This design comes from an exercise in tuning for small area on the open sky130 flow, not from production work.
At most, simulation tests tie the RTL to the original design; equivalence was not proved.
Power and IR drop assume default switching activity.

==> job 2457 <==
// sht1x_engine
module sht1x_engine (
    input  wire        clk,
    input  wire        rst,           
    input  wire        req_valid,
    input  wire [15:0] req_word,
    output wire        busy,
    output reg         done,
    output wire [2:0]  rsp_err,
    output wire [15:0] rsp_val,
    output wire        ev_valid,
    output wire [1:0]  ev_kind,
    output wire        ev_pin,
    output wire        ev_val,
    output wire [1:0]  ev_sleep,
    input  wire        ev_ready,
    input  wire        data_in
);
clock: 10.0 ns
lec_check: 0
cap_margin: 20
core_margin: 2
core_utilization: 40
place_density: 0.6
slew_margin: 20
standard.sh (not shown) runs the stock make flow with config.mk's settings and CLKGATE_MAP_FILE= SYNTH_SCRIPT=/design/flow/synth_recipe.tcl, a recipe that flattens the netlist after the stock synthesis.
==> flow/flow/run.sh <==
#!/bin/bash
# Layout flow: the standard ORFS flow, with one change: the ABC script
# used to map the combinational logic in synthesis is an area-oriented one
# (flow/abc_area_map.script) instead of ORFS's delay-oriented abc_speed.script.
# Registers are mapped before ABC runs, so they are exactly the standard
# synthesis's registers.
set -euo pipefail
here=$(pwd)
rm -rf "$here/scripts"
cp -r "$FLOW_HOME/scripts" "$here/scripts"
cp "$here/flow/abc_area_map.script" "$here/scripts/abc_speed.script"
bash standard.sh "SCRIPTS_DIR=$here/scripts" finish > "$here/flow_make.log" 2>&1
==> flow/flow/abc_area_map.script <==
strash
ifraig
scorr
dc2
dc2
strash
&get -n
&dch -f
&nf -R 1000 -p
&put
==> inputs of job 2715, as changes to job 2457 <==
==> flow/run.sh (new file) <==
#!/bin/bash
# synth_recipe.tcl (not shown) runs the flow's synth.tcl, then flattens the netlist and writes it again
# the make line also repeats each setting of config.mk as NAME=value (left out here)
make -C /OpenROAD-flow-scripts/flow DESIGN_CONFIG=/design/flow/config.mk WORK_HOME=/design/flow/orfs CLKGATE_MAP_FILE= SYNTH_SCRIPT=/design/flow/synth_recipe.tcl finish
removed: flow/flow/run.sh
removed: flow/flow/abc_area_map.script
removed: flow/standard.sh
==> summary of the runs <==
Between job 2457 and job 2715, the lower worst hold slack is in job 2457 (gap 64 ps). Between job 2457 and job 2715, the lower first-iteration DRC count is in job 2457 (gap about 11%, measured against job 2715). Against job 2457, the wire length of job 2715 is higher by about 20%. Flip-flop and latch count is the same in job 2715 and job 2457. Of job 2715 and job 2457, job 2715 has the higher via count (gap 15%, measured against job 2457). In job 2715 the core utilization is lower than in job 2457, by 3.4 points. Against job 2715, the clock skew of job 2457 is lower by 1.6 ps. Between job 2715 and job 2457, the lower worst setup slack is in job 2457 (gap 930 ps). Sequential share of layout area: job 2715 is lower than job 2457 (4.0 points).


==> branch ember: inputs <==
sht1x_engine, a different RTL version from the one above (not shown whole).
Settings: LEC_CHECK=0, CAP_MARGIN=20, CORE_MARGIN=2, CORE_UTILIZATION=60, GPL_TIMING_DRIVEN=0, PLACE_DENSITY=0.75, SLEW_MARGIN=20; clock period 10.0 ns.
==> flow/flow/run.sh <==
#!/bin/bash
# Layout flow: the standard ORFS flow (standard.sh) with these changes:
#  - the ABC script that maps the combinational logic in synthesis is an
#    area-oriented one (flow/abc_area_map.script) instead of ORFS's
#    delay-oriented abc_speed.script. Registers are mapped before ABC runs,
#    so they are exactly the standard synthesis's registers.
#  - every input and output port still gets its own buffer, but a small one
#    (buf_1) instead of the clkdlybuf4s50_1 buffer_ports picks by default.
#  - clock tree: small clock buffers, sinks clustered in groups of at most
#    8, and no dummy loads (the clock still reaches every register through
#    the buffered tree; no register's clock is delayed on purpose).
set -euo pipefail
here=$(pwd)
rm -rf "$here/scripts"
cp -r "$FLOW_HOME/scripts" "$here/scripts"
cp "$here/flow/abc_area_map.script" "$here/scripts/abc_speed.script"
bash standard.sh "SCRIPTS_DIR=$here/scripts" \
    "BUFFER_PORTS_ARGS=-buffer_cell sky130_fd_sc_hd__buf_1" \
    "CTS_ARGS=-sink_clustering_enable -repair_clock_nets -dont_use_dummy_load -buf_list {sky130_fd_sc_hd__clkbuf_4 sky130_fd_sc_hd__clkbuf_8} -sink_clustering_size 8" \
    finish > "$here/flow_make.log" 2>&1
==> flow/flow/abc_area_map.script <==
strash
ifraig
scorr
dc2
dc2
strash
&get -n
&deepsyn -T 240
&dch -f
&nf -R 1000 -p -C 32
&put
==> inputs of branch delta, as changes to branch ember <==
--- a/flow/flow/run.sh
+++ b/flow/flow/run.sh
@@ -18,3 +18,3 @@
     "BUFFER_PORTS_ARGS=-buffer_cell sky130_fd_sc_hd__buf_1" \
-    "CTS_ARGS=-sink_clustering_enable -repair_clock_nets -dont_use_dummy_load -buf_list {sky130_fd_sc_hd__clkbuf_4 sky130_fd_sc_hd__clkbuf_8} -sink_clustering_size 8" \
+    "CTS_ARGS=-sink_clustering_enable -repair_clock_nets -dont_use_dummy_load -buf_list {sky130_fd_sc_hd__clkbuf_16} -sink_clustering_size 100 -sink_clustering_max_diameter 500" \
     finish > "$here/flow_make.log" 2>&1
==> flow/flow/abc_area_map.script (replaced) <==
strash
ifraig
scorr
dc2
dc2
strash
&get -n
&deepsyn -T 60
&dch -f
&nf -R 1000 -p -C 32
&put
Settings changed: CORE_UTILIZATION 60 to 40, PLACE_DENSITY 0.75 to 0.6.
==> inputs of branch pepper, as changes to branch ember <==
==> flow/flow/abc_area_map.script (replaced) <==
strash
ifraig
scorr
dc2
dc2
strash
&get -n
&deepsyn -T 60
&dch -f
&nf -R 1000 -p -C 32
&put
Settings changed: CORE_UTILIZATION 60 to 40, PLACE_DENSITY 0.75 to 0.6.
==> results_dict.tcl <==
set metrics [dict create \
    met3_usage 0.06458 \
    status "complete, no violations" \
    nets 818 \
    ys_top_cells_by_count "90 x nand2_1, 82 x nor2_1, 77 x dfxtp_1, 49 x a21oi_1, 37 x a22o_1" \
    gp_congestion 0.9769 \
    yosys.area_share.simple 0.2581 \
    clockNetworkAreaShare 0.01975 \
    p_total_uw 1557 \
    seq_power_uw 568 \
    p_comb_uw 793 \
    worstReg2RegStart "rs[0]" \
    wl_met3_um 2509 \
    synth.top_cell.area_share 0.2709 \
]
# the run above: branch pepper

==> results_dict.tcl <==
set metrics [dict create \
    yosys.area_share.simple 0.2581 \
    synth.top_cell.area_share 0.2709 \
    gp_congestion 0.9769 \
    clockNetworkAreaShare 0.03534 \
    seq_power_uw 569 \
    p_total_uw 1647 \
    met3_usage 0.06780 \
    nets 818 \
    worstReg2RegStart "rs[0]" \
    wl_met3_um 2367 \
    status "complete, no violations" \
]
# the run above: branch delta

==> results_dict.tcl <==
set metrics [dict create \
    min_to "stale" \
    nets 802 \
    worstReg2RegStart "rs[1]" \
    status "complete, no violations" \
    crit_top_cell "xor2_1" \
    ys_top_cells_by_count "81 x nand2_1, 77 x dfxtp_1, 75 x nor2_1, 49 x o21ai_0, 47 x a21oi_1" \
    synth.top_cell.area_share 0.2724 \
    synth_compound_area_frac 0.3296 \
    yosys.area_share.simple 0.2538 \
    wl_met3_um 3150 \
    clockNetworkAreaShare 0.02018 \
    met3_usage 0.09223 \
    p_per_area_mw_per_mm2 255.8 \
    die_x_um 101.1 \
    yosys_warnings 2 \
]
# the run above: branch ember



==> job 5052: inputs <==
Another version of the RTL of sht1x_engine (not shown whole).
Settings: LEC_CHECK=0, CAP_MARGIN=20, CORE_MARGIN=2, CORE_UTILIZATION=40, GPL_TIMING_DRIVEN=0, PLACE_DENSITY=0.6, SLEW_MARGIN=20; clock period 10.0 ns.
==> flow/flow/run.sh <==
#!/bin/bash
# Layout flow: the standard ORFS flow (standard.sh) with these changes:
#  - the ABC script that maps the combinational logic in synthesis is an
#    area-oriented one (flow/abc_area_map.script) instead of ORFS's
#    delay-oriented abc_speed.script. Registers are mapped before ABC runs,
#    so they are exactly the standard synthesis's registers.
#  - every input and output port still gets its own buffer, but a small one
#    (buf_1) instead of the clkdlybuf4s50_1 buffer_ports picks by default.
#  - clock tree: small clock buffers, sinks clustered in groups of at most
#    8, and no dummy loads (the clock still reaches every register through
#    the buffered tree; no register's clock is delayed on purpose).
set -euo pipefail
here=$(pwd)
rm -rf "$here/scripts"
cp -r "$FLOW_HOME/scripts" "$here/scripts"
cp "$here/flow/abc_area_map.script" "$here/scripts/abc_speed.script"
bash standard.sh "SCRIPTS_DIR=$here/scripts" \
    "BUFFER_PORTS_ARGS=-buffer_cell sky130_fd_sc_hd__buf_1" \
    "CTS_ARGS=-sink_clustering_enable -repair_clock_nets -dont_use_dummy_load -buf_list {sky130_fd_sc_hd__clkbuf_4 sky130_fd_sc_hd__clkbuf_8} -sink_clustering_size 8" \
    finish > "$here/flow_make.log" 2>&1
==> flow/flow/abc_area_map.script <==
strash
ifraig
scorr
dc2
dc2
strash
&get -n
&deepsyn -T 60
&dch -f
&nf -R 1000 -p
&put
==> job 2191: changes against job 5052 <==
--- a/flow/design.v
+++ b/flow/design.v
@@ -307,15 +307,15 @@
         endcase
     end
     assign host = cls[3];
     wire is_rdreg = (cls == C_RDREG);
     wire err_none = (err == E_NONE);
     assign rsp_err = is_rdreg ? E_NONE : err;
     assign rsp_val = (is_rdreg || (err_none && cls[3:1] == 3'b000)) ?
-                     reg_view : {8'h00, einfo};
+                     reg_view : {8'h00, einfo[7:1], einfo[0] | (cls == C_SENDB && cnt[0])};
     reg [4:0] n_rs;
     reg [3:0] n_cls;
     reg       fin;         
     reg       set_err;     
     reg [2:0] f_err;
     reg [3:0] xsel;        
     reg [1:0] ssel;        
@@ -434,15 +434,15 @@
                 n_rs = cls[0] ? R_FR : R_GLO;                    
             end else begin
                 n_rs = R_MASK;            
             end
         end
         R_MASK: if (ldone) begin
             if (host) begin
-                fin = 1'b1; set_err = 1'b1; xsel = X_ACK;
+                fin = 1'b1; set_err = 1'b1; xsel = X_ZERO;    
             end else if (!smp) begin
                 fin = 1'b1; set_err = 1'b1; xsel = X_ZERO; fsm_we = 1'b1;
                 ssel = S_MASK; stale_clr = 1'b1;
             end else if (!cls[0]) begin                        
                 n_rs = R_REL;
             end else begin
                 fin = 1'b1; set_err = 1'b1; f_err = E_ACK; xsel = X_CMD; fsm_we = 1'b1;
@@ -542,15 +542,14 @@
             X_HOLD:  einfo_n = einfo;
             X_OPC:   einfo_n = req_opc;
             X_IMM:   einfo_n = req_imm;
             X_MASK:  einfo_n = {5'b00000, cfg[2:0]};
             X_TBL:   einfo_n = tbl_value;
             X_REV:   einfo_n = rev8(tbl_index);
             X_SHIFT: einfo_n = {einfo[6:0], data_in};
-            X_ACK:   einfo_n = {7'b0000000, !smp};
             X_INC:   einfo_n = {2'b00, einfo[5:0] + 6'd1};
             X_CMD:   einfo_n = cmd_dec;
             default: einfo_n = 8'h00;
         endcase
     end
     always @(posedge clk) begin
         if (rst) begin
==> flow/flow/abc_area_map.script (replaced) <==
strash
ifraig
scorr
dc2
dc2
strash
&get -n
&deepsyn -T 240
&dch -f
&nf -R 1000 -p -C 32
&put
==> job 6077: changes against job 5052 <==
--- a/flow/design.v
+++ b/flow/design.v
@@ -307,15 +307,15 @@
         endcase
     end
     assign host = cls[3];
     wire is_rdreg = (cls == C_RDREG);
     wire err_none = (err == E_NONE);
     assign rsp_err = is_rdreg ? E_NONE : err;
     assign rsp_val = (is_rdreg || (err_none && cls[3:1] == 3'b000)) ?
-                     reg_view : {8'h00, einfo};
+                     reg_view : {8'h00, einfo[7:1], einfo[0] | (cls == C_SENDB && cnt[0])};
     reg [4:0] n_rs;
     reg [3:0] n_cls;
     reg       fin;         
     reg       set_err;     
     reg [2:0] f_err;
     reg [3:0] xsel;        
     reg [1:0] ssel;        
@@ -434,15 +434,15 @@
                 n_rs = cls[0] ? R_FR : R_GLO;                    
             end else begin
                 n_rs = R_MASK;            
             end
         end
         R_MASK: if (ldone) begin
             if (host) begin
-                fin = 1'b1; set_err = 1'b1; xsel = X_ACK;
+                fin = 1'b1; set_err = 1'b1; xsel = X_ZERO;    
             end else if (!smp) begin
                 fin = 1'b1; set_err = 1'b1; xsel = X_ZERO; fsm_we = 1'b1;
                 ssel = S_MASK; stale_clr = 1'b1;
             end else if (!cls[0]) begin                        
                 n_rs = R_REL;
             end else begin
                 fin = 1'b1; set_err = 1'b1; f_err = E_ACK; xsel = X_CMD; fsm_we = 1'b1;
@@ -542,15 +542,14 @@
             X_HOLD:  einfo_n = einfo;
             X_OPC:   einfo_n = req_opc;
             X_IMM:   einfo_n = req_imm;
             X_MASK:  einfo_n = {5'b00000, cfg[2:0]};
             X_TBL:   einfo_n = tbl_value;
             X_REV:   einfo_n = rev8(tbl_index);
             X_SHIFT: einfo_n = {einfo[6:0], data_in};
-            X_ACK:   einfo_n = {7'b0000000, !smp};
             X_INC:   einfo_n = {2'b00, einfo[5:0] + 6'd1};
             X_CMD:   einfo_n = cmd_dec;
             default: einfo_n = 8'h00;
         endcase
     end
     always @(posedge clk) begin
         if (rst) begin
--- a/flow/flow/run.sh
+++ b/flow/flow/run.sh
@@ -12,9 +12,9 @@
 set -euo pipefail
 here=$(pwd)
 rm -rf "$here/scripts"
 cp -r "$FLOW_HOME/scripts" "$here/scripts"
 cp "$here/flow/abc_area_map.script" "$here/scripts/abc_speed.script"
 bash standard.sh "SCRIPTS_DIR=$here/scripts" \
     "BUFFER_PORTS_ARGS=-buffer_cell sky130_fd_sc_hd__buf_1" \
-    "CTS_ARGS=-sink_clustering_enable -repair_clock_nets -dont_use_dummy_load -buf_list {sky130_fd_sc_hd__clkbuf_4 sky130_fd_sc_hd__clkbuf_8} -sink_clustering_size 8" \
+    "CTS_ARGS=-sink_clustering_enable -repair_clock_nets -dont_use_dummy_load -buf_list {sky130_fd_sc_hd__clkbuf_8 sky130_fd_sc_hd__clkbuf_16} -sink_clustering_size 30 -sink_clustering_max_diameter 200" \
     finish > "$here/flow_make.log" 2>&1
==> flow/flow/abc_area_map.script (replaced) <==
strash
ifraig
scorr
dc2
dc2
strash
&get -n
&deepsyn -T 60
&dch -f
&nf -R 1000 -p -C 32
&put
==> qor summary <==
                                                               job 5052  job 6077  job 2191
Run status                                     timing/DRC/antenna clean  timing/DRC/antenna clean  timing/DRC/antenna clean
Number of filler cells placed in the layout                       1,535     1,434     1,419
Stage delay of the slowest cell on the critical path            0.70 ns   0.79 ns   0.67 ns
Portion of total power attributed to combinational logic          0.522     0.482     0.512
Core occupancy in the finished layout                             0.445     0.459     0.450
Clk network pwr share                                             0.121     0.173     0.128
Clock group                                                    0.201 mW  0.285 mW  0.204 mW
Net count after synthesis                                           797       755       740
Post-layout power                                               1.66 mW   1.65 mW   1.60 mW
Reg2Reg Depth                                                        17        18        17
Post-synthesis mux area share                                   0.00897    0.0169    0.0226
Vias                                                              6,956     6,435     6,543
Share of synthesized cell area in and, or, nand and nor gates     0.287     0.258     0.254
Plain + repair buffers                                               50        52        50
For job 5052, only the layout was checked, not whether the RTL still works.

==> static timing again, ports no longer ideal <==
No port has a modelled driver above. Below, the same layouts with a new extraction and two added sets of constraints. Step 1 sets driving cells, clkbuf_16 on the clock port and buf_2 on the other inputs (assumed; they add their load-dependent delay and slew). Step 2 moves the port delays by t, midway between the first and last clock arrival at a register: inputs arrive t later, outputs are due t later. That takes back most of the time a late clock gives input paths. Slacks: no drivers / after step 1 / after step 2; pairs: no drivers / after step 1.
run	t, ns	setup WS [ns]	worst setup path after step 2	cell pins on the clock port's net
job 2457	0.410	1.702 / 1.731 / 1.321	input to register	1
job 2715	0.402	2.633 / 2.659 / 2.256	input to register	1
branch ember	0.396	2.695 / 2.706 / 2.310	input to register	1
branch delta	0.389	2.380 / 2.397 / 2.008	input to register	1
branch pepper	0.411	2.407 / 2.423 / 2.012	input to register	1
job 5052	0.408	1.568 / 1.583 / 1.175	input to register	1
job 2191	0.412	2.421 / 2.434 / 2.022	input to register	1
job 6077	0.389	2.380 / 2.397 / 2.008	input to register	1
After both steps setup and hold are still met in every run listed. The setup slack of job 2191, which loses most, moves by +0.013 ns with the drivers and by -0.399 ns with both steps.
